Source: an optimization exercise on an open RTL-to-GDS flow (aim: small area and few clock cycles). Production flows keep margins and buffers that such runs may drop. Where RTL was checked, it was by simulation tests only, not by an equivalence proof against the original. No functional check of the RTL was part of run 3. Power is estimated from default activity; no workload was simulated.

==> flow/config.mk <==
export PLATFORM = sky130hd
export DESIGN_NAME = gbac_dispatch
export DESIGN_NICKNAME = gbac_dispatch
export VERILOG_FILES = /design/flow/design.v
export SDC_FILE = /design/flow/constraint.sdc
export NUM_CORES = 4
export LEC_CHECK = 0
export CAP_MARGIN = 20
export CORE_MARGIN = 2
export CORE_UTILIZATION = 35
export PLACE_DENSITY = 0.55
export SLEW_MARGIN = 20
==> flow/constraint.sdc <==
create_clock -name core_clock -period 11.0 [get_ports {clk}]
set_input_delay 2.2000 -clock core_clock [delete_from_list [all_inputs] [get_ports {clk}]]
set_output_delay 2.2000 -clock core_clock [all_outputs]
set_load 0.01 [all_outputs]
==> flow/design.v <==
module gbac_crc8_table (
    input  wire [7:0] idx,
    output wire [7:0] val
);
    assign val[0] = idx[0] ^ idx[1] ^ idx[2] ^ idx[3] ^ idx[4] ^ idx[5] ^ idx[7];
    assign val[1] = idx[1] ^ idx[2] ^ idx[3] ^ idx[4] ^ idx[5] ^ idx[6];
    assign val[2] = idx[0] ^ idx[1] ^ idx[6];
    assign val[3] = idx[1] ^ idx[2] ^ idx[7];
    assign val[4] = idx[2] ^ idx[3];
    assign val[5] = idx[3] ^ idx[4];
    assign val[6] = idx[4] ^ idx[5];
    assign val[7] = idx[0] ^ idx[1] ^ idx[2] ^ idx[3] ^ idx[4] ^ idx[6] ^ idx[7];
endmodule
module gbac_dispatch (
    input  wire       clk,
    input  wire       rst,         
    input  wire       rx_valid,
    output wire       rx_ready,
    input  wire [7:0] rx_data,
    input  wire       rx_last,
    input  wire [2:0] rx_nbits,    
    output reg        tx_valid,
    input  wire       tx_ready,
    output reg  [7:0] tx_data,
    output reg        tx_last
);
    localparam QD = 4;                       
    localparam QW = 2;                       
    localparam [7:0] K_S = 8'h08;            
    localparam [7:0] K_P = 8'h48;            
    localparam [1:0] OPC_NONE = 2'd0, OPC_ID = 2'd1, OPC_RD = 2'd2, OPC_WR = 2'd3;
    localparam [2:0] C_ID   = 3'd0,
                     C_RDS  = 3'd1,
                     C_RDP  = 3'd2,
                     C_WR   = 3'd4,          
                     C_WR80 = 3'd5,
                     C_WRC0 = 3'd6,
                     C_WRE0 = 3'd7;
    localparam [1:0] SL_Z = 2'd0,            
                     SL_ZA = 2'd1,           
                     SL_R = 2'd2,            
                     SL_RA = 2'd3;           
    localparam [1:0] ROT_C0 = 2'd0, ROT_E0 = 2'd1, ROT_MAT = 2'd2;
    reg  [5:0]   ph;
    reg  [263:0] ring_s;
    reg  [263:0] ring_p;
    wire [7:0]   head_s = ring_s[263:256];
    wire [7:0]   head_p = ring_p[263:256];
    reg  [7:0]   in_s;
    reg  [7:0]   in_p;
    always @(posedge clk) begin
        if (rst) ph <= 6'd0;
        else     ph <= (ph == 6'd32) ? 6'd0 : ph + 6'd1;
    end
    always @(posedge clk) begin
        ring_s <= {ring_s[255:0], in_s};
        ring_p <= {ring_p[255:0], in_p};
    end
    reg  [1:0]  st_s;
    reg  [1:0]  st_p;
    wire [7:0]  pat_s_ph = (st_s == SL_ZA && ph == 6'd0)  ? 8'h02 :
                           (st_s == SL_ZA && ph == 6'd32) ? K_S : 8'h00;
    wire [7:0]  pat_p_ph = (st_p == SL_ZA && ph == 6'd8)  ? 8'h81 :
                           (st_p == SL_ZA && ph == 6'd32) ? K_P : 8'h00;
    reg  [6:0]  idx;          
    reg  [1:0]  opc;
    reg  [1:0]  subc;
    reg  [7:0]  crc_rx;
    wire [7:0]  crc_rx_step;
    gbac_crc8_table u_rx_tab (
        .idx ((idx == 7'd3 ? 8'h00 : crc_rx) ^ rx_data),
        .val (crc_rx_step)
    );
    wire        nb1 = (rx_nbits == 3'd1);
    wire        push_id = (idx == 7'd1)  && nb1 && (opc == OPC_ID);
    wire        push_rd = (idx == 7'd3)  && nb1 && (opc == OPC_RD) && (subc != 2'd0);
    wire        push_wr = (idx == 7'd35) && nb1 && (opc == OPC_WR);
    wire        push_any = rx_last && (push_id || push_rd || push_wr);
    wire [2:0]  push_cmd = push_wr ? {1'b1, subc} :
                           push_rd ? {1'b0, subc} : C_ID;
    wire        in_slot_s = (idx >= 7'h30) && (idx <= 7'h50);
    wire        in_slot_p = (idx >= 7'h51) && (idx <= 7'h71);
    wire [5:0]  slot_tgt  = in_slot_s ? (idx - 7'h30) : (idx - 7'h51);
    reg  [2:0]  q_cmd [0:QD-1];
    reg  [7:0]  q_crc [0:QD-1];
    reg  [QW-1:0] q_rp;
    reg  [QW-1:0] q_wp;
    reg  [QW:0]   q_n;
    wire        q_empty = (q_n == 0);
    wire        q_full  = (q_n == QD);
    reg         rot;           
    reg  [1:0]  rot_kind;
    reg         rot_run;       
    wire        rot_act = rot && (ph == 6'd0 || rot_run);
    wire        slots_in_ring = st_s[1] && st_p[1];
    wire        slot_ok = q_empty && !rot && slots_in_ring && (ph == slot_tgt);
    assign rx_ready = ((in_slot_s || in_slot_p) ? slot_ok : 1'b1) &&
                      !(q_full && push_any);
    wire        rx_fire = rx_valid && rx_ready;
    always @(posedge clk) begin
        if (rst) begin
            idx <= 7'd0;
        end else if (rx_fire) begin
            idx <= rx_last ? 7'd0 : idx + 7'd1;
            if (idx == 7'd0)
                opc <= (rx_data == 8'h00 || rx_data == 8'hFF) ? OPC_ID :
                       (rx_data == 8'h13) ? OPC_RD :
                       (rx_data == 8'h14) ? OPC_WR : OPC_NONE;
            if (idx == 7'd1) begin
                if (opc == OPC_RD)
                    subc <= (rx_data == 8'hC0) ? 2'd1 :
                            (rx_data == 8'hF0) ? 2'd2 : 2'd0;
                else
                    subc <= (rx_data == 8'h80) ? 2'd1 :
                            (rx_data == 8'hC0) ? 2'd2 :
                            (rx_data == 8'hE0) ? 2'd3 : 2'd0;
            end
            if (idx >= 7'd3 && idx <= 7'd34)
                crc_rx <= crc_rx_step;
        end
    end
    wire [2:0]  h_cmd = q_cmd[q_rp];
    wire [7:0]  h_crc = q_crc[q_rp];
    reg  [5:0]  cnt;           
    reg  [7:0]  b_data;
    reg         b_last;
    reg         b_avail;
    always @(*) begin
        b_data  = 8'h00;
        b_last  = 1'b1;
        b_avail = !q_empty && !rot;
        case (h_cmd)
        C_ID: begin
            b_data = (cnt == 6'd1) ? 8'h03 : 8'h00;
            b_last = (cnt == 6'd2);
        end
        C_RDS: begin
            b_last = (cnt == 6'd32);
            if (st_s[1]) begin
                b_data = head_s;
                b_avail = b_avail && (ph == cnt);
            end else begin
                b_data = (st_s == SL_ZA && cnt == 6'd0)  ? 8'h02 :
                         (st_s == SL_ZA && cnt == 6'd32) ? K_S : 8'h00;
            end
        end
        C_RDP: begin
            b_last = (cnt == 6'd32);
            if (st_p[1]) begin
                b_data = head_p;
                b_avail = b_avail && (ph == cnt);
            end else begin
                b_data = (st_p == SL_ZA && cnt == 6'd8)  ? 8'h81 :
                         (st_p == SL_ZA && cnt == 6'd32) ? K_P : 8'h00;
            end
        end
        default: begin
            b_data = h_crc;
        end
        endcase
    end
    wire        load = b_avail && (!tx_valid || tx_ready);
    wire        pop  = load && b_last;
    wire [7:0]  crc_rot_step;
    reg  [7:0]  crc_rot;
    gbac_crc8_table u_rot_tab (
        .idx (((ph == 6'd0) ? 8'h00 : crc_rot) ^ ((rot_kind == ROT_C0) ? in_s : in_p)),
        .val (crc_rot_step)
    );
    always @(*) begin
        in_s = head_s;
        in_p = head_p;
        if (rx_fire && in_slot_s) in_s = rx_data;
        if (rx_fire && in_slot_p) in_p = rx_data;
        if (rot_act) begin
            case (rot_kind)
            ROT_C0:
                if (ph == 6'd0)       in_s = 8'h02;
                else if (ph == 6'd32) in_s = crc_rot;
            ROT_E0:
                if (ph == 6'd8)       in_p = 8'h81;
                else if (ph == 6'd32) in_p = crc_rot;
            default: begin
                if (!st_s[1]) in_s = pat_s_ph;
                if (!st_p[1]) in_p = pat_p_ph;
            end
            endcase
        end
    end
    always @(posedge clk) begin
        if (rot_act) crc_rot <= crc_rot_step;
    end
    always @(posedge clk) begin
        if (rst) begin
            q_rp     <= 0;
            q_wp     <= 0;
            q_n      <= 0;
            cnt      <= 6'd0;
            tx_valid <= 1'b0;
            rot      <= 1'b0;
            rot_run  <= 1'b0;
            st_s     <= SL_Z;
            st_p     <= SL_Z;
        end else begin
            if (rx_fire && push_any) begin
                q_cmd[q_wp] <= push_cmd;
                q_crc[q_wp] <= crc_rx;
                q_wp        <= q_wp + 1'b1;
            end
            q_n <= q_n + (rx_fire && push_any) - pop;
            if (load) begin
                tx_data  <= b_data;
                tx_last  <= b_last;
                tx_valid <= 1'b1;
                cnt      <= b_last ? 6'd0 : cnt + 6'd1;
            end else if (tx_ready) begin
                tx_valid <= 1'b0;
            end
            if (pop) begin
                q_rp <= q_rp + 1'b1;
                case (h_cmd)
                C_WR80: begin
                    st_s <= SL_Z;
                    st_p <= SL_Z;
                end
                C_WRC0: begin
                    if (st_s == SL_R) begin
                        rot      <= 1'b1;
                        rot_kind <= ROT_C0;
                    end else if (st_s == SL_Z) begin
                        st_s <= SL_ZA;
                    end
                end
                C_WRE0: begin
                    if (st_p == SL_R) begin
                        rot      <= 1'b1;
                        rot_kind <= ROT_E0;
                    end else if (st_p == SL_Z) begin
                        st_p <= SL_ZA;
                    end
                end
                default: ;
                endcase
            end
            if ((in_slot_s || in_slot_p) && !slots_in_ring && q_empty && !rot) begin
                rot      <= 1'b1;
                rot_kind <= ROT_MAT;
            end
            if (rot_act) begin
                rot_run <= 1'b1;
                if (ph == 6'd32) begin
                    rot     <= 1'b0;
                    rot_run <= 1'b0;
                    case (rot_kind)
                    ROT_C0: st_s <= SL_RA;
                    ROT_E0: st_p <= SL_RA;
                    default: begin
                        st_s <= {1'b1, st_s[0]};
                        st_p <= {1'b1, st_p[0]};
                    end
                    endcase
                end
            end
            if (rx_fire && in_slot_s) st_s <= SL_R;
            if (rx_fire && in_slot_p) st_p <= SL_R;
        end
    end
endmodule
==> flow/run.sh <==
#!/bin/bash
# synth_recipe.tcl (not shown) runs the flow's synth.tcl, then flattens the netlist and writes it again
# the make line also repeats each setting of config.mk as NAME=value (left out here)
make -C /OpenROAD-flow-scripts/flow DESIGN_CONFIG=/design/flow/config.mk WORK_HOME=/design/flow/orfs CLKGATE_MAP_FILE= SYNTH_SCRIPT=/design/flow/synth_recipe.tcl finish
==> results.txt, run 1 <==
Routed WL 30200 µm; Detail Route Antenna Nets 0; worst min-delay path class flip-flop to flip-flop; full die area 52400 µm²; # setup viols final 0; Final Max Tran Viols 0; CTS Buf Count 59; Sw Share 21.7%; initial core utilization 35.4%; Syn Nets 1294; die height 229 µm; total core area 50100 µm²; hold endpoint ring_s[120]$_DFF_P_; io pins 27; warnings from Yosys 1; DR vias 8877; critical path fanouts, max 11; unrepaired setup endpoints after global routing no; power per cell area 228 nW/µm²; part of the power in registers 51.7%; HP Start ring_s[112]$_DFF_P_; syn_area_per_cell 14.1 µm²; Crit Path Class flip-flop to primary output; Yosys cell types 78; postcts setup bufs 0; ys async rst share 0%; clock network power share 42.9%; HPWL Detailed 19700 µm; clk sinks 638; CTS resizes 0; post-route setup TNS 0 ns; cell-internal power 0.00369 W; row count 82; GP Congestion 0.822; Static Leak 7.77 nW; fraction of the cycle the final worst path needs 58.4%; r2r setup slk 6.00 ns; area of the multi-input gates 3840 µm²; total grt overflow 0; Post-synth EDFFs 75; hold path cells 0; global-route wire length before repair 48100 µm; post-synth top area share 63.6%; clock transition at the registers of the reported paths 0.06 ns; register area share after synthesis 76.4%; Register Area 13500 µm²; Worst-Skew Late Latency 0.62 ns; hold_buf cts 0; Root Buffer clkbuf_16; final hold vios 0; post-layout min period 6.42 ns; proportion of layout cells with a drive suffix above 1 11.0%; max-cap check violation count 0; vias in the first global route 8764; WL/cell 14.9 µm; drt via density 4.38; FF-to-FF End q_n[2]$_SDFF_PP0_; critical path arrival 4.22 ns; dominant cells by area after synthesis dfxtp_1, edfxtp_1, xnor2_1; biggest area consumer among synthesized cells dfxtp_1; Post-layout nets 1345; hold slack 0.290 ns; Setup Skew 0.0363 ns; total track usage 11.7%; Post-Syn Instances 1257; IO Port Bufs 26; initial antenna violation count 1; Yosys reg bits 638; area grow syn2layout 16.4%; outcome complete, no violations; Setup crit end kind primary output; Net Switching 0.00102 W; Synth top cells by count dfxtp_1, nand2_1, nor2_1, edfxtp_1, a21oi_1; post-synthesis cell area 17700 µm²; Initial DRT Pass Iterations 7; drt drc 0; most common flop cell mapped by yosys dfxtp_1; Fill cells 4721; Peak Freq 0.156 GHz; Startpoint Class flip-flop; most common cell in the synthesized netlist dfxtp_1; Die X 229 µm; Comb power frac 5.3%; largest net degree at the start of global routing 32; worst-margin pin slew 1.01 ns; Critical Path RT 8.80 ns; max_slew headroom 32.3%; TritonCTS clock tree yes; Clock Path Buffers 3; depth of the most critical reg-to-reg path 16; Worst VDD drop 122 µV; htree depth 2; DR iter-0 viols 472
==> cell families (layout without fill, tap and decap cells) <==
| group | count (synthesis) | after routing | synth area share, % |
|---|---|---|---|
| buf+inv | 69 | 168 | 2.00 |
| simple gates | 271 | 271 | 7.53 |
| flops | 638 | 638 | 76.4 |
| mux | 30 | 30 | 2.71 |
| fa+ha+maj | 21 | 21 | 1.53 |
| xor+xnor | 79 | 79 | 4.26 |
| compound gates | 149 | 149 | 5.61 |
| other cells | 0 | 1 | 0 |
==> power by group through the flow <==
stage / Combinational (W) / Sequential [W] / Clock (W)
2_1_floorplan: 0.000189 / 0.00247 / 0
3_3_place_gp: 0.000247 / 0.00249 / 0
3_5_place_dp: 0.000252 / 0.00249 / 0
4_1_cts: 0.000253 / 0.00244 / 0.00209
5_1_grt: 0.000277 / 0.00244 / 0.00218
6_report: 0.000251 / 0.00244 / 0.00202
==> flip-flops by register name, indices dropped and copies added (netlist names), named ones only <==
signal,cells
tx_data,8
st_s,2
tx_valid,1
ring_p,264
ring_s,264
subc,2
crc_rot,8
q_rp,2
ph,6
tx_last,1
rot_run,1
idx,7
q_crc,32
opc,2
q_cmd,12
st_p,2
q_n,3
crc_rx,8
q_wp,2
cnt,6
rot_kind,2
rot,1
==> how the worst max path moves through the flow <==
| stage | from | to | slack, ns | cells past startpoint |
|---|---|---|---|---|
| 2_1_floorplan | rx_nbits[1] | rx_ready | 5.90 | 4 |
| 3_3_place_gp | rx_nbits[0] | rx_ready | 4.69 | 6 |
| 3_5_place_dp | rx_nbits[0] | rx_ready | 4.70 | 6 |
| 4_1_cts | idx[4]$_SDFFE_PP0N_ | rx_ready | 4.48 | 9 |
| 5_1_grt | idx[4]$_SDFFE_PP0N_ | rx_ready | 4.23 | 9 |
| 6_report | idx[4]$_SDFFE_PP0N_ | rx_ready | 4.58 | 9 |
==> area by class of cell <==
| type | count | share of cell area, % |
|---|---|---|
| clock buffers | 79 | 8.11 |
| clock inverters | 30 | 1.64 |
| inverters | 28 | 0.510 |
| multi-input cells | 550 | 18.6 |
| flip-flops and latches | 638 | 65.6 |
| well taps | 672 | 4.08 |
| repair buffers | 31 | 1.44 |
| diodes | 1 | 0.0121 |
==> metal layers <==
metal  part of all wire, %  routed length (µm)  vias up  GRT usage, %
met3                   5.9                1780       73          2.76
met1                    48               14400     4261          16.2
li1                      -                   -     4352             -
met4                   3.0                 899        2          4.87
met5                 0.030                   9        -             0
met2                    43               13100      189          17.6
==> through the flow <==
step                utilization (%)  total power (W)  instances  instance area [µm²]  setup WS (ns)
floorplan                         -          0.00266       1257                17700           5.90
global route                   41.2          0.00490       2028                20600           4.23
finish                         41.2          0.00471       2029                20600           4.58
CTS                            41.2          0.00478       2028                20600           4.48
global placement               37.2          0.00274       1919                18600           4.69
detailed placement             37.2          0.00274       1919                18600           4.70
==> layout by cell type, fill, tap and decap left out, types with 12 or more instances in the layout <==
cell type and instances:
clkdlybuf4s50_1 26, nor2_1 76, nand2_1 78, clkbuf_16 59, dfxtp_1 563, a21oi_1 59
ha_1 20, xor2_1 29, clkinv_2 12, o21ai_0 26, and2_1 15, xnor2_1 44
edfxtp_1 75, nor3_1 21, clkbuf_8 12, inv_1 28
==> critical path: stages, from the launching register on <==
cell	delay, ns
dfxtp_1	0.62
ha_1	0.28
nand3b_1	0.13
o22ai_1	0.25
nor2_1	0.13
a211oi_1	0.30
o21ai_0	0.34
or4_2	0.75
a21oi_1	0.22
clkdlybuf4s50_1	0.58
Testbench counts, summed over its fixed seeds: cycles 47,863.
==> run 2, diff against run 1 <==
--- a/flow/design.v
+++ b/flow/design.v
@@ -25,16 +25,11 @@
     output reg        tx_last
 );
-    localparam QD = 4;                       
-    localparam QW = 2;                       
+    localparam CQD = 6;                      
+    localparam WQD = 2;                      
     localparam [7:0] K_S = 8'h08;            
     localparam [7:0] K_P = 8'h48;            
     localparam [1:0] OPC_NONE = 2'd0, OPC_ID = 2'd1, OPC_RD = 2'd2, OPC_WR = 2'd3;
-    localparam [2:0] C_ID   = 3'd0,
-                     C_RDS  = 3'd1,
-                     C_RDP  = 3'd2,
-                     C_WR   = 3'd4,          
-                     C_WR80 = 3'd5,
-                     C_WRC0 = 3'd6,
-                     C_WRE0 = 3'd7;
+    localparam [1:0] C_ID = 2'd0, C_RDS = 2'd1, C_RDP = 2'd2, C_WR = 2'd3;
+    localparam [1:0] W_NONE = 2'd0, W_80 = 2'd1, W_C0 = 2'd2, W_E0 = 2'd3;
     localparam [1:0] SL_Z = 2'd0,            
                      SL_ZA = 2'd1,           
@@ -77,16 +72,14 @@
     wire        push_wr = (idx == 7'd35) && nb1 && (opc == OPC_WR);
     wire        push_any = rx_last && (push_id || push_rd || push_wr);
-    wire [2:0]  push_cmd = push_wr ? {1'b1, subc} :
-                           push_rd ? {1'b0, subc} : C_ID;
+    wire [1:0]  push_cmd = push_wr ? C_WR : push_rd ? subc : C_ID;
     wire        in_slot_s = (idx >= 7'h30) && (idx <= 7'h50);
     wire        in_slot_p = (idx >= 7'h51) && (idx <= 7'h71);
     wire [5:0]  slot_tgt  = in_slot_s ? (idx - 7'h30) : (idx - 7'h51);
-    reg  [2:0]  q_cmd [0:QD-1];
-    reg  [7:0]  q_crc [0:QD-1];
-    reg  [QW-1:0] q_rp;
-    reg  [QW-1:0] q_wp;
-    reg  [QW:0]   q_n;
-    wire        q_empty = (q_n == 0);
-    wire        q_full  = (q_n == QD);
+    reg  [1:0]  cq [0:CQD-1];
+    reg  [2:0]  cn;
+    reg  [9:0]  wq [0:WQD-1];
+    reg  [1:0]  wn;
+    wire        q_empty = (cn == 3'd0);
+    wire        q_full  = (cn == CQD) || (push_wr && wn == WQD);
     reg         rot;           
     reg  [1:0]  rot_kind;
@@ -120,6 +113,7 @@
         end
     end
-    wire [2:0]  h_cmd = q_cmd[q_rp];
-    wire [7:0]  h_crc = q_crc[q_rp];
+    wire [1:0]  h_cmd = cq[cn - 3'd1];
+    wire [9:0]  h_wr  = wq[wn - 2'd1];
+    wire [7:0]  h_crc = h_wr[7:0];
     reg  [5:0]  cnt;           
     reg  [7:0]  b_data;
@@ -191,9 +185,9 @@
         if (rot_act) crc_rot <= crc_rot_step;
     end
+    integer i;
     always @(posedge clk) begin
         if (rst) begin
-            q_rp     <= 0;
-            q_wp     <= 0;
-            q_n      <= 0;
+            cn       <= 3'd0;
+            wn       <= 2'd0;
             cnt      <= 6'd0;
             tx_valid <= 1'b0;
@@ -204,9 +198,15 @@
         end else begin
             if (rx_fire && push_any) begin
-                q_cmd[q_wp] <= push_cmd;
-                q_crc[q_wp] <= crc_rx;
-                q_wp        <= q_wp + 1'b1;
-            end
-            q_n <= q_n + (rx_fire && push_any) - pop;
+                for (i = CQD - 1; i > 0; i = i - 1)
+                    cq[i] <= cq[i - 1];
+                cq[0] <= push_cmd;
+            end
+            if (rx_fire && push_any && push_wr) begin
+                for (i = WQD - 1; i > 0; i = i - 1)
+                    wq[i] <= wq[i - 1];
+                wq[0] <= {subc, crc_rx};
+            end
+            cn <= cn + (rx_fire && push_any) - pop;
+            wn <= wn + (rx_fire && push_any && push_wr) - (pop && h_cmd == C_WR);
             if (load) begin
                 tx_data  <= b_data;
@@ -217,12 +217,11 @@
                 tx_valid <= 1'b0;
             end
-            if (pop) begin
-                q_rp <= q_rp + 1'b1;
-                case (h_cmd)
-                C_WR80: begin
+            if (pop && h_cmd == C_WR) begin
+                case (h_wr[9:8])
+                W_80: begin
                     st_s <= SL_Z;
                     st_p <= SL_Z;
                 end
-                C_WRC0: begin
+                W_C0: begin
                     if (st_s == SL_R) begin
                         rot      <= 1'b1;
@@ -232,5 +231,5 @@
                     end
                 end
-                C_WRE0: begin
+                W_E0: begin
                     if (st_p == SL_R) begin
                         rot      <= 1'b1;
==> run 2 against run 1 <==
Effect of this change: still clean on timing, DRC and antenna; non-clock buffer count up 2; clock power about the same; sequential share of layout area down 1.6 points; combinational power up 41%; synthesized area down 1.1%; sequential cell count down 16; power up 1.0%; core utilization up 0.39 points; highest routed layer is now met4.
==> results.txt, run 2 <==
Setup Skew 0.0364 ns (+0.0000891 ns); Yosys cell types 90 (+15%); worst-margin pin slew 1.07 ns (+0.0557 ns); Crit Path Class input port to primary output; PnR worst setup slack 4.68 ns (+0.104 ns); drt drc 0 (unchanged); Static Leak 7.75 nW (-0.20%); hold slack 0.293 ns (+0.00343 ns); commonest cells after routing, fill and taps aside dfxtp_1, nand2_1, edfxtp_1; Critical Path RT 8.80 ns (about the same); postcts setup bufs 0 (unchanged); cell area after layout 20400 µm² (-0.89%); critical path fanouts, max 4 (-7); Peak Freq 0.158 GHz (+1.6%); htree depth 2 (unchanged); largest net degree at the start of global routing 28 (-13%); # setup viols final 0 (unchanged); post-synth top area share 63.9% (+0.23 points); initial core utilization 35.6% (+0.27 points); most common flop cell mapped by yosys dfxtp_1; Place WS 4.69 ns (-0.0135 ns); DR vias 8955 (+0.88%); DR iter-0 viols 639 (+35%); final hold vios 0 (unchanged); TritonCTS clock tree yes; GP Congestion 0.849 (+3.3%); Worst-Skew Late Latency 0.61 ns (about the same); biggest area consumer among synthesized cells dfxtp_1; outcome complete, no violations; Post-layout nets 1350 (+0.37%); Startpoint Class input port; CTS resizes 0 (unchanged); depth of the most critical reg-to-reg path 18 (+2); Syn Nets 1305 (+0.85%); max_slew headroom 28.6% (-3.7 points); Antenna diodes 0 (-1); Yosys reg bits 622 (-2.5%); Clock Path Buffers 3 (unchanged); commonest non-fill, non-tap cell in the layout dfxtp_1; post-synthesis cell area 17500 µm² (-1.1%); Die X 228 µm (-0.53%); vias in the first global route 8727 (-0.42%); warnings from Yosys 3 (+2); Final Max Tran Viols 0 (unchanged); Post-synth EDFFs 63 (-16%); hold_buf cts 0 (unchanged); initial antenna violation count 1 (unchanged); total grt overflow 0 (unchanged); fraction of the cycle the final worst path needs 57.4% (-0.94 points); io pins 27 (unchanged); Post-Syn Instances 1263 (+0.48%); Detail Route Antenna Nets 0 (unchanged); clock transition at the registers of the reported paths 0.06 ns (about the same); unrepaired setup endpoints after global routing no; Synth top cells by count dfxtp_1, nand2_1, edfxtp_1, xnor2_1, nor2_1; total track usage 11.5% (-0.17 points); critical path arrival 4.12 ns (-0.10 ns); ys async rst share 0% (unchanged); overall power 0.00476 W (+1.0%); total core area 49200 µm² (-1.8%); drt via density 4.43 (+1.3%); HPWL Detailed 19800 µm (+0.59%); Area after DPL 18400 µm² (-1.1%); max-cap check violation count 0 (unchanged); die height 228 µm (-0.53%); Routed WL 29900 µm (-0.94%); Setup crit end kind primary output; worst min-delay path class flip-flop to flip-flop; post-layout min period 6.32 ns (-0.104 ns); clk sinks 622 (-2.5%); Worst VDD drop 136 µV (+12%); register area share after synthesis 74.7% (-1.7 points); dominant cells by area after synthesis dfxtp_1, edfxtp_1, xnor2_1; proportion of layout cells with a drive suffix above 1 11.5% (+0.52 points); area grow syn2layout 16.6%; post-route setup TNS 0 ns (unchanged); row count 81 (-1.2%); CTS Buf Count 57 (-3.4%); Largest regs ring_p x264, ring_s x264, wq x20; power per cell area 233 nW/µm² (+1.9%); most common cell in the synthesized netlist dfxtp_1; Initial DRT Pass Iterations 5 (-2); global-route wire length before repair 47700 µm (-0.86%); full die area 51900 µm² (-1.0%); syn_area_per_cell 13.9 µm² (-1.5%); Root Buffer clkbuf_16; WL/cell 14.8 µm (-0.50%); hold path cells 0 (unchanged); IO Port Bufs 26 (unchanged); Fill cells 4515 (-4.4%)
-- run 2: kinds of logic (layout without fill, tap and decap cells) --
kind of cell               after synthesis  after routing  share of synthesized area (%)
and+or+nand+nor                        243            243                           7.28
xor gates and xnor gates                96             96                           5.20
buffers and inverters                   86            179                           2.27
DFF                                    622            622                           74.7
muxes                                   27             27                           1.74
adders and majority gates               26             26                           1.90
AOI/OAI and AO/OA                      163            163                           6.93
-- run 2: final timing paths --
path / end / from / slack, ns
hold reg to reg: ring_p[202]$_DFF_P_ / ring_p[194]$_DFF_P_ / 0.29
setup reg to reg: wn[1]$_SDFF_PP0_ / cn[1]$_SDFF_PP0_ / 6.55
setup / recovery: rx_ready / rx_nbits[0] / 4.68
hold / removal: ring_p[202]$_DFF_P_ / ring_p[194]$_DFF_P_ / 0.29
-- run 2: report_power, final --
part           internal [W]  total [W]  switching, W
logic              0.000154   0.000355      0.000201
registers           0.00233    0.00237     0.0000364
clock network       0.00121    0.00204      0.000824
-- run 2: worst max-delay path, stage by stage --
cell	delay (ns)
clkdlybuf4s50_1	0.47
nor3b_1	0.29
nand4_1	0.15
a221oi_2	0.39
nor2_1	0.12
clkdlybuf4s50_1	0.49
-- run 2: per-layer routing --
metal,track usage (%),part of all wire [%],up-vias
met5,0,0,-
li1,-,-,4381
met2,17.5,43,211
met3,2.63,5.4,71
met4,5.06,3.1,0
met1,15.8,48,4292
-- run 2: final cells by class --
cell class	instances	area, µm²	area share [%]
Timing Repair Buffer	33	313	1.53
Inverter	39	146	0.716
Tap cell	664	831	4.07
Clock inverter	29	345	1.69
Multi-Input combinational cell	555	4040	19.8
Sequential cell	622	13100	64.0
Clock buffer	78	1680	8.20
-- run 2: through the flow --
stage	std cells	utilization, %
after floorplan	1263	-
after global placement	1912	37.4
after detailed placement	1912	37.4
after CTS	2019	41.6
after global routing	2020	41.6
final	2020	41.6
Testbench counts of run 2, summed over its fixed seeds: cycles 47,107.
==> run 3, diff against run 2 <==
--- a/flow/design.v
+++ b/flow/design.v
@@ -20,8 +20,8 @@
     input  wire       rx_last,
     input  wire [2:0] rx_nbits,    
-    output reg        tx_valid,
+    output wire       tx_valid,
     input  wire       tx_ready,
-    output reg  [7:0] tx_data,
-    output reg        tx_last
+    output wire [7:0] tx_data,
+    output wire       tx_last
 );
     localparam CQD = 6;                      
@@ -119,9 +119,7 @@
     reg  [7:0]  b_data;
     reg         b_last;
-    reg         b_avail;
     always @(*) begin
         b_data  = 8'h00;
         b_last  = 1'b1;
-        b_avail = !q_empty && !rot;
         case (h_cmd)
         C_ID: begin
@@ -131,21 +129,11 @@
         C_RDS: begin
             b_last = (cnt == 6'd32);
-            if (st_s[1]) begin
-                b_data = head_s;
-                b_avail = b_avail && (ph == cnt);
-            end else begin
-                b_data = (st_s == SL_ZA && cnt == 6'd0)  ? 8'h02 :
-                         (st_s == SL_ZA && cnt == 6'd32) ? K_S : 8'h00;
-            end
+            b_data = (st_s == SL_ZA && cnt == 6'd0)  ? 8'h02 :
+                     (st_s == SL_ZA && cnt == 6'd32) ? K_S : 8'h00;
         end
         C_RDP: begin
             b_last = (cnt == 6'd32);
-            if (st_p[1]) begin
-                b_data = head_p;
-                b_avail = b_avail && (ph == cnt);
-            end else begin
-                b_data = (st_p == SL_ZA && cnt == 6'd8)  ? 8'h81 :
-                         (st_p == SL_ZA && cnt == 6'd32) ? K_P : 8'h00;
-            end
+            b_data = (st_p == SL_ZA && cnt == 6'd8)  ? 8'h81 :
+                     (st_p == SL_ZA && cnt == 6'd32) ? K_P : 8'h00;
         end
         default: begin
@@ -154,10 +142,20 @@
         endcase
     end
-    wire        load = b_avail && (!tx_valid || tx_ready);
-    wire        pop  = load && b_last;
+    reg  [7:0]  hr;            
+    reg         hv;            
+    reg         hl;            
+    wire        ring_mode = !q_empty &&
+                            ((h_cmd == C_RDS && st_s[1]) || (h_cmd == C_RDP && st_p[1]));
+    assign tx_valid = ring_mode ? hv : (!q_empty && !rot);
+    assign tx_data  = ring_mode ? hr : b_data;
+    assign tx_last  = ring_mode ? hl : b_last;
+    wire        tx_fire = tx_valid && tx_ready;
+    wire        rd_load = ring_mode && !rot && (!hv || tx_ready) && (ph == cnt);
+    wire        pop     = tx_fire && tx_last;
+    wire [7:0]  rot_byte = (rot_kind == ROT_C0) ? ((ph == 6'd0) ? 8'h02 : head_s)
+                                                : ((ph == 6'd8) ? 8'h81 : head_p);
     wire [7:0]  crc_rot_step;
-    reg  [7:0]  crc_rot;
     gbac_crc8_table u_rot_tab (
-        .idx (((ph == 6'd0) ? 8'h00 : crc_rot) ^ ((rot_kind == ROT_C0) ? in_s : in_p)),
+        .idx (((ph == 6'd0) ? 8'h00 : hr) ^ rot_byte),
         .val (crc_rot_step)
     );
@@ -171,8 +169,8 @@
             ROT_C0:
                 if (ph == 6'd0)       in_s = 8'h02;
-                else if (ph == 6'd32) in_s = crc_rot;
+                else if (ph == 6'd32) in_s = hr;
             ROT_E0:
                 if (ph == 6'd8)       in_p = 8'h81;
-                else if (ph == 6'd32) in_p = crc_rot;
+                else if (ph == 6'd32) in_p = hr;
             default: begin
                 if (!st_s[1]) in_s = pat_s_ph;
@@ -183,5 +181,10 @@
     end
     always @(posedge clk) begin
-        if (rot_act) crc_rot <= crc_rot_step;
+        if (rd_load) begin
+            hr <= (h_cmd == C_RDS) ? head_s : head_p;
+            hl <= (cnt == 6'd32);
+        end else if (rot_act) begin
+            hr <= crc_rot_step;
+        end
     end
     integer i;
@@ -191,5 +194,5 @@
             wn       <= 2'd0;
             cnt      <= 6'd0;
-            tx_valid <= 1'b0;
+            hv       <= 1'b0;
             rot      <= 1'b0;
             rot_run  <= 1'b0;
@@ -209,12 +212,12 @@
             cn <= cn + (rx_fire && push_any) - pop;
             wn <= wn + (rx_fire && push_any && push_wr) - (pop && h_cmd == C_WR);
-            if (load) begin
-                tx_data  <= b_data;
-                tx_last  <= b_last;
-                tx_valid <= 1'b1;
-                cnt      <= b_last ? 6'd0 : cnt + 6'd1;
-            end else if (tx_ready) begin
-                tx_valid <= 1'b0;
-            end
+            if (pop)
+                cnt <= 6'd0;
+            else if (ring_mode ? rd_load : tx_fire)
+                cnt <= cnt + 6'd1;
+            if (rd_load)
+                hv <= 1'b1;
+            else if (tx_fire)
+                hv <= 1'b0;
             if (pop && h_cmd == C_WR) begin
                 case (h_wr[9:8])
--- a/flow/config.mk
+++ b/flow/config.mk
@@ -9,4 +9,7 @@
 export CORE_MARGIN = 2
 export CORE_UTILIZATION = 35
+export CTS_BUF_LIST = sky130_fd_sc_hd__clkbuf_8
+export CTS_CLUSTER_DIAMETER = 60
+export CTS_CLUSTER_SIZE = 20
 export PLACE_DENSITY = 0.55
 export SLEW_MARGIN = 20
==> run 3 against run 2 <==
Effect of this change: clock power is 47% lower; fmax is 6.7% lower; sequential share of layout area is 4.1 points higher; routed wire length is 2.1% lower; via count is 1.2% lower; setup slack worse by 0.46 ns; worst hold slack better by 0.034 ns; clock skew is 0.018 ns lower; final cell count is 4.7% lower; critical path depth is 6 higher; synthesized cell count hardly changed.
==> results.txt, run 3 <==
Worst-Skew Late Latency 0.59 ns (-0.02 ns); area grow syn2layout 9.79%; Syn Nets 1306 (+0.077%); Yosys cell types 77 (-14%); Peak Freq 0.148 GHz (-6.7%); Setup Skew 0.0184 ns (-0.0180 ns); most common cell in the synthesized netlist dfxtp_1; Net Switching 0.000911 W (-14%); Area after DPL 18100 µm² (-1.8%); Sw Share 24.2% (+1.9 points); placed instance count 1868 (-2.3%); commonest non-fill, non-tap cell in the layout dfxtp_1; max-cap check violation count 0 (unchanged); largest family of logic cells by synthesized area simple AND/OR/NAND/NOR gates; max_slew headroom 31.4% (+2.8 points); Setup crit end kind primary output; # setup viols final 0 (unchanged); Clock Path Buffers 3 (unchanged); commonest cells after routing, fill and taps aside dfxtp_1, nor2_1, nand2_1; ys async rst share 0% (unchanged); fin cells 1926 (-4.7%); worst min-delay path class flip-flop to flip-flop; row count 81 (unchanged); Post-Syn Instances 1264 (+0.079%); biggest area consumer among synthesized cells dfxtp_1; cell-internal power 0.00286 W (-23%); global-route wire length before repair 47300 µm (-0.68%); Synth Area in Simple Gates 7.50% (+0.23 points); IO Port Bufs 26 (unchanged); post-synthesis xor/xnor area fraction 3.93% (-1.3 points); total grt overflow 0 (unchanged); clock network power share 28.8% (-14 points); outcome complete, no violations; Worst VDD drop 124 µV (-8.8%); DR iter-0 viols 558 (-13%); drt via density 4.59 (+3.6%); HP Start ring_s[169]$_DFF_P_; vias in the first global route 8505 (-2.5%); DR vias 8845 (-1.2%); Synth top cells by count dfxtp_1, nand2_1, nor2_1, edfxtp_1, xnor2_1; Yosys reg bits 614 (-1.3%); proportion of layout cells with a drive suffix above 1 7.44% (-4.1 points); total core area 48600 µm² (-1.0%); Detail Route Antenna Nets 0 (unchanged); Crit Path Class flip-flop to primary output; syn_area_per_cell 13.6 µm² (-2.1%); post-synthesis cell area 17200 µm² (-2.1%); Static Leak 7.20 nW (-7.1%); drt drc 0 (unchanged); part of the power in registers 61.1% (+11 points); Critical Path RT 8.80 ns (about the same); Initial DRT Pass Iterations 5 (unchanged); TritonCTS clock tree yes; post-layout util 38.7% (-2.8 points); final hold vios 0 (unchanged); warnings from Yosys 3 (unchanged); full die area 50800 µm² (-2.0%); cell area after layout 18800 µm² (-7.8%); Final Max Tran Viols 0 (unchanged); Antenna diodes 0 (unchanged); CTS resizes 0 (unchanged); initial core utilization 35.3% (-0.37 points); clock transition at the registers of the reported paths 0.11 ns (+0.05 ns); HPWL Detailed 19500 µm (-1.8%); unrepaired setup endpoints after global routing no; Fill cells 4582 (+1.5%); clk sinks 614 (-1.3%); power per cell area 200 nW/µm² (-14%); worst-margin pin slew 1.03 ns (-0.0430 ns); Root Buffer clkbuf_8; postcts setup bufs 0 (unchanged); post-route setup TNS 0 ns (unchanged); htree depth 2 (unchanged); total track usage 11.9% (+0.32 points); register area share after synthesis 74.8% (+0.17 points); worst r2r src cn[1]$_SDFF_PP0_; Largest regs ring_p x264, ring_s x264, wq x20; Synth Area in Adders 1.94% (+0.040 points); critical path arrival 4.57 ns (+0.45 ns); Die X 225 µm (-1.0%); Comb power frac 10.1% (+2.6 points); most common flop cell mapped by yosys dfxtp_1; Post-layout nets 1330 (-1.5%); Post-synth EDFFs 55 (-13%); die height 225 µm (-1.0%); io pins 27 (unchanged); GP Congestion 0.844 (-0.62%); WL/cell 15.2 µm (+2.7%); critical path fanouts, max 14 (+10); largest net degree at the start of global routing 30 (+7.1%); CTS Buf Count 40 (-30%); dominant cells by area after synthesis dfxtp_1, edfxtp_1, xnor2_1; initial antenna violation count 0 (-1); Routed WL 29300 µm (-2.1%); Setup crit start cn[1]$_SDFF_PP0_; post-synth top area share 65.2% (+1.3 points); fraction of the cycle the final worst path needs 61.6% (+4.1 points); post-layout min period 6.77 ns (+0.455 ns); Startpoint Class flip-flop; Synth Area in Compound Gates 7.26% (+0.32 points); hold_buf cts 0 (unchanged); mux cell area share after synthesis 2.64% (+0.90 points); hold slack 0.327 ns (+0.0339 ns)
==> run 3: cell count changes after synthesis, sizes merged, moves of 8 or more <==
cell | before | now
a21oi | 48 | 28
xnor2 | 60 | 40
and2 | 15 | 4
mux2 | 5 | 16
clkbuf | 28 | 38
o21ai | 22 | 32
o22ai | 7 | 16
edfxtp | 63 | 55
==> run 3: worst max-delay path: stages (launching register included) <==
cell             delay [ns]
dfxtp_1                0.52
inv_1                  0.15
and3_1                 0.17
a21oi_1                0.16
o31ai_1                0.10
nand2_1                0.08
o311a_1                0.27
ha_1                   0.62
a22oi_1                0.35
nor2_1                 0.53
a221oi_1               0.11
nor2_1                 0.29
clkdlybuf4s50_1        0.61
==> run 3: power groups by stage <==
stage	Clock [W]	Sequential, W	Combinational (W)
2_1_floorplan	0	0.00233	0.000259
3_3_place_gp	0	0.00235	0.000373
3_5_place_dp	0	0.00236	0.000379
4_1_cts	0.00114	0.00230	0.000381
5_1_grt	0.00122	0.00231	0.000415
6_report	0.00109	0.00230	0.000379
==> run 3: per-layer routing <==
layer  global-route usage, %  up-vias  wire, µm
met5                       0        -         0
met4                    3.70        0       729
met3                    3.16       60      1830
met2                    16.6      184     11700
met1                    17.6     4252     15000
li1                        -     4349         -
==> run 3: final timing paths <==
kind / endpoint / slack [ns] / cells after the start
worst min register to register: ring_s[177]$_DFF_P_ / 0.33 / 0
worst min-delay path: ring_s[177]$_DFF_P_ / 0.33 / 0
worst max register to register: wn[1]$_SDFF_PP0_ / 6.25 / 18
worst max-delay path: tx_data[6] / 4.23 / 12
==> run 3: final cells by class <==
class	instances	area [µm²]	area share (%)
inverters	33	124	0.658
clock inverters	12	134	0.711
multi-input cells	567	4020	21.3
clock buffers	46	633	3.36
well taps	622	778	4.13
flip-flops and latches	614	12800	68.2
repair buffers	32	305	1.62
==> run 3: cells by family (layout without fill, tap and decap cells) <==
logic type / Yosys count / in the layout
XOR/XNOR: 77 / 77
AO/OA/AOI/OAI: 172 / 172
AND/OR/NAND/NOR: 250 / 250
adder cells (fa/ha/maj): 26 / 26
flip-flops: 614 / 614
multiplexers: 42 / 42
buffers and inverters: 83 / 123
==> run 3: per-stage QoR <==
step / total power, W / worst slack [ns]
2_1_floorplan: 0.00259 / 5.67
3_3_place_gp: 0.00273 / 4.67
3_5_place_dp: 0.00274 / 4.62
4_1_cts: 0.00382 / 4.23
5_1_grt: 0.00395 / 3.90
6_report: 0.00377 / 4.23

[what the ideal ports hide]
Ports are ideal in the flow. The routed layouts listed here were re-timed in OpenROAD. Step 1: set_driving_cell puts a clkbuf_16 on clk and a buf_2 on each other input, an assumption about the parent block. Step 2 adds t to the input delays and takes it off the output delays; t is the mean of the earliest and latest rising clock arrival at the registers after step 1. Input paths then give back, and output paths get back, about the clock's delay inside the block. a / b / c = ideal / step 1 / step 2; a / b = the first two.
run	shift t [ns]	slack for setup (ns)	hold WS [ns]	worst setup path after step 2	worst register clock-pin slew, ns
run 1	0.653	4.577 / 4.526 / 4.717	0.290 / 0.290 / 0.290	input to output	0.07 / 0.07
run 2	0.647	4.681 / 4.654 / 4.654	0.293 / 0.293 / 0.293	input to output	0.07 / 0.07
run 3	0.635	4.226 / 4.174 / 4.561	0.327 / 0.327 / 0.327	input to output	0.11 / 0.11
After both steps every run listed still meets setup and hold. The setup slack of run 2, which loses most, moves by -0.027 ns with the drivers and by -0.027 ns with both steps.
